From an optimization exercise on the open Yosys and OpenROAD flow, aimed at small area, a short achievable clock period and few clock cycles per item; shortcuts taken in it are not production practice.
The RTL was checked by simulation tests, not by an equivalence proof against the original design.
Power and IR drop assume default switching activity.

// rbc
module rbc #(
    parameter integer N_RX        = 32,
    parameter integer N_TX        = 32,
    parameter [7:0]   ESC_CHAR    = 8'h1B,
    parameter [7:0]   CANCEL_CHAR = 8'h18
) (
    input  wire        clk,
    input  wire        rst,
    input  wire        f_cmd_valid,
    input  wire [15:0] f_cmd,
    output reg         f_cmd_ready,
    output reg         f_rsp_valid,
    output wire [15:0] f_rsp,
    input  wire        a_enter,
    input  wire        a_leave,
    output reg         a_active,
    input  wire        a_cmd_valid,
    input  wire [15:0] a_cmd,
    output wire        a_cmd_ready,
    output reg         a_rsp_valid,
    output wire [15:0] a_rsp,
    input  wire        rx_valid,
    input  wire [7:0]  rx_byte,
    output reg         rx_ready,
    output reg         tx_valid,
    output reg  [7:0]  tx_byte,
    input  wire        tx_ready,
    output reg         cancel_pulse,
    output wire        cancel_pend
);
Size in the first run: roughly 1,400 cells after synthesis, about 97 I/O pins, about 25,000 um2 of cells after synthesis.
make LEC_CHECK=0 CAP_MARGIN=20 CORE_MARGIN=2 CORE_UTILIZATION=55 CTS_CLUSTER_DIAMETER=100 CTS_CLUSTER_SIZE=24 PLACE_DENSITY=0.75 SETUP_SLACK_MARGIN=5 SLEW_MARGIN=20 finish   # period 8.0 ns
run.sh (not shown) runs the stock make flow with config.mk's settings and CLKGATE_MAP_FILE= SYNTH_SCRIPT=/design/flow/synth_recipe.tcl, a recipe that flattens the netlist after the stock synthesis.
Testbench counts at the start, summed over its fixed seeds: cycles 77,611, commands 38,712.
Then changed:
--- a/flow/design.v
+++ b/flow/design.v
@@ -73,32 +73,24 @@
     wire is_ctls   = (op == OP_CTLS);
     wire is_ctlc   = (op == OP_CTLC);
     wire is_stat   = (op == OP_STAT);
     wire is_cack   = (op == OP_CACK);
     wire is_ptrr   = (op == OP_PTRR);
     wire no_operand = is_nop || is_rd || is_rxemp || is_txful || is_ctlr || is_stat || is_cack;
     wire legal = z_ok && (op[3:1] != 3'b111) &&
                  !(no_operand && !d_z) && !(is_ptrr && (d[7:3] != 5'd0));
     wire go = accept && legal;
-    wire acc_z     = accept && z_ok;
-    wire go_wr     = acc_z && is_wr;
-    wire go_txpush = acc_z && is_txpush;
-    wire go_fstep  = acc_z && is_fstep;
-    wire go_ctls   = acc_z && is_ctls;
-    wire go_ctlc   = acc_z && is_ctlc;
-    wire go_rd     = acc_z && is_rd && d_z;
-    wire go_cack   = acc_z && is_cack && d_z;
     wire f_cancel = escf && (d == CANCEL_CHAR);
     wire f_none   = !escf && (d == ESC_CHAR);
     wire f_lit    = !f_cancel && !f_none;
     wire crlf_ins = crlf && (d == LF);
-    wire push1 = !tx_full && ((go_wr && f_lit) || go_txpush);
-    wire push2 = go_wr && crlf_ins && !tx_full && !tx_full2;
+    wire push1 = go && !tx_full && ((is_wr && f_lit) || is_txpush);
+    wire push2 = go && is_wr && crlf_ins && !tx_full && !tx_full2;
     wire [7:0] tx_d1 = (is_wr && crlf_ins) ? CR : d;
     reg       pw1, pw2;
     reg [4:0] pw_slot;
     reg [7:0] pw_data;
     always @(posedge clk) begin
         pw1     <= push1;
         pw2     <= push2;
         pw_slot <= tx_head;
         pw_data <= tx_d1;
@@ -143,53 +135,53 @@
                 if (rxp_step && !rx_full && (rx_head == gi)) rq <= rx_byte;
             end
             assign tx_flat[8*gi +: 8] = tq;
             assign rx_flat[8*gi +: 8] = rq;
         end
     endgenerate
     wire a_active_n = a_open ? 1'b1 : a_close ? 1'b0 : a_active;
     reg [3:0] ctrl_n;     
     always @(*) begin
-        ctrl_n = {imask, crlf, txie | (go_wr && f_lit && !tx_full), rxie};
-        if (go_ctls) ctrl_n = ctrl[3:0] | d[3:0];
-        if (go_ctlc) ctrl_n = ctrl[3:0] & ~d[3:0];
+        ctrl_n = {imask, crlf, txie | (push1 && is_wr), rxie};
+        if (go && is_ctls) ctrl_n = ctrl[3:0] | d[3:0];
+        if (go && is_ctlc) ctrl_n = ctrl[3:0] & ~d[3:0];
     end
     wire tx_ne_n = push1 || (tx_ne && !(txc_step && tx_last));
     always @(posedge clk) begin
         if (rst) begin
             rx_head <= 5'd0; rx_tail <= 5'd0;
             tx_head <= 5'd0; tx_tail <= 5'd0;
             tx_ne <= 1'b0;
             escf <= 1'b0; cpend <= 1'b0;
             rxie <= 1'b0; txie <= 1'b0; crlf <= 1'b1; imask <= 1'b0;
             a_active <= 1'b0; f_cmd_ready <= 1'b1;
             rx_ready <= 1'b0; tx_valid <= 1'b0;
             f_rsp_valid <= 1'b0; a_rsp_valid <= 1'b0;
             cancel_pulse <= 1'b0;
         end else begin
             f_rsp_valid  <= accept && !a_active;
             a_rsp_valid  <= accept &&  a_active;
-            cancel_pulse <= (go_wr || go_fstep) && f_cancel;
+            cancel_pulse <= go && (is_wr || is_fstep) && f_cancel;
             a_active    <= a_active_n;
             f_cmd_ready <= !a_active_n;
             {imask, crlf, txie, rxie} <= ctrl_n;
             rx_ready <= !a_active_n && !ctrl_n[3] && ctrl_n[0];
             tx_valid <= !a_active_n && !ctrl_n[3] && ctrl_n[1] && tx_ne_n;
             tx_ne    <= tx_ne_n;
             if (rxp_step && !rx_full) rx_head <= rx_head + 5'd1;
             if (txc_step) tx_tail <= tx_tail + 5'd1;
-            if (go_rd && !rx_empty) rx_tail <= rx_tail + 5'd1;
+            if (go && is_rd && !rx_empty) rx_tail <= rx_tail + 5'd1;
             if (push2) tx_head <= tx_head + 5'd2;
             else if (push1) tx_head <= tx_head + 5'd1;
-            if (go_wr || go_fstep) begin
+            if (go && (is_wr || is_fstep)) begin
                 escf <= f_none;
                 if (f_cancel) cpend <= 1'b1;
             end
-            if (go_cack) cpend <= 1'b0;
+            if (go && is_cack) cpend <= 1'b0;
         end
     end
     always @(posedge clk) begin
-        if (!tx_ne || (txc_step && tx_last)) tx_byte <= tx_d1;
+        if (push1 && (!tx_ne || (txc_step && tx_last))) tx_byte <= tx_d1;
         else if (txc_step) tx_byte <= tx_q1;
     end
     always @(posedge clk) rsp <= rsp_next;
 endmodule
- The changed run ran to the end with no violations
- sequential power is about the same
- power hardly moves
- cell area went down slightly
- synthesized cell count went down by a few percent
- final cell count went down slightly
Testbench counts after the change, summed over its fixed seeds: cycles 77,611, commands 38,712.

==> static timing again, ports no longer ideal <==
No port has a modelled driver above. Below, the same layouts with a new extraction and two added sets of constraints.
Step 1 assumes that a clkbuf_16 drives the clock port and a buf_2 every other input.
Step 2, shift: input delay + t, output delay - t, t = (earliest + latest rising clock arrival at the registers) / 2. This alone moves slack from input paths to output paths.
Slacks: ideal ports / drivers / drivers and shift; pairs: ideal ports / drivers.
run | shift t [ns] | slack for setup (ns) | hold WS [ns] | slew at the worst register clock pin (ns)
the first run | 0.647 | 4.861 / 4.885 / 4.239 | 0.492 / 0.492 / 0.492 | 0.10 / 0.10
the second run | 0.646 | 4.905 / 4.932 / 4.286 | 0.531 / 0.531 / 0.531 | 0.10 / 0.10
After both steps every run listed still meets setup and hold. For the first run, which loses most, drivers alone change the setup slack by +0.024 ns; drivers and shift together by -0.622 ns.
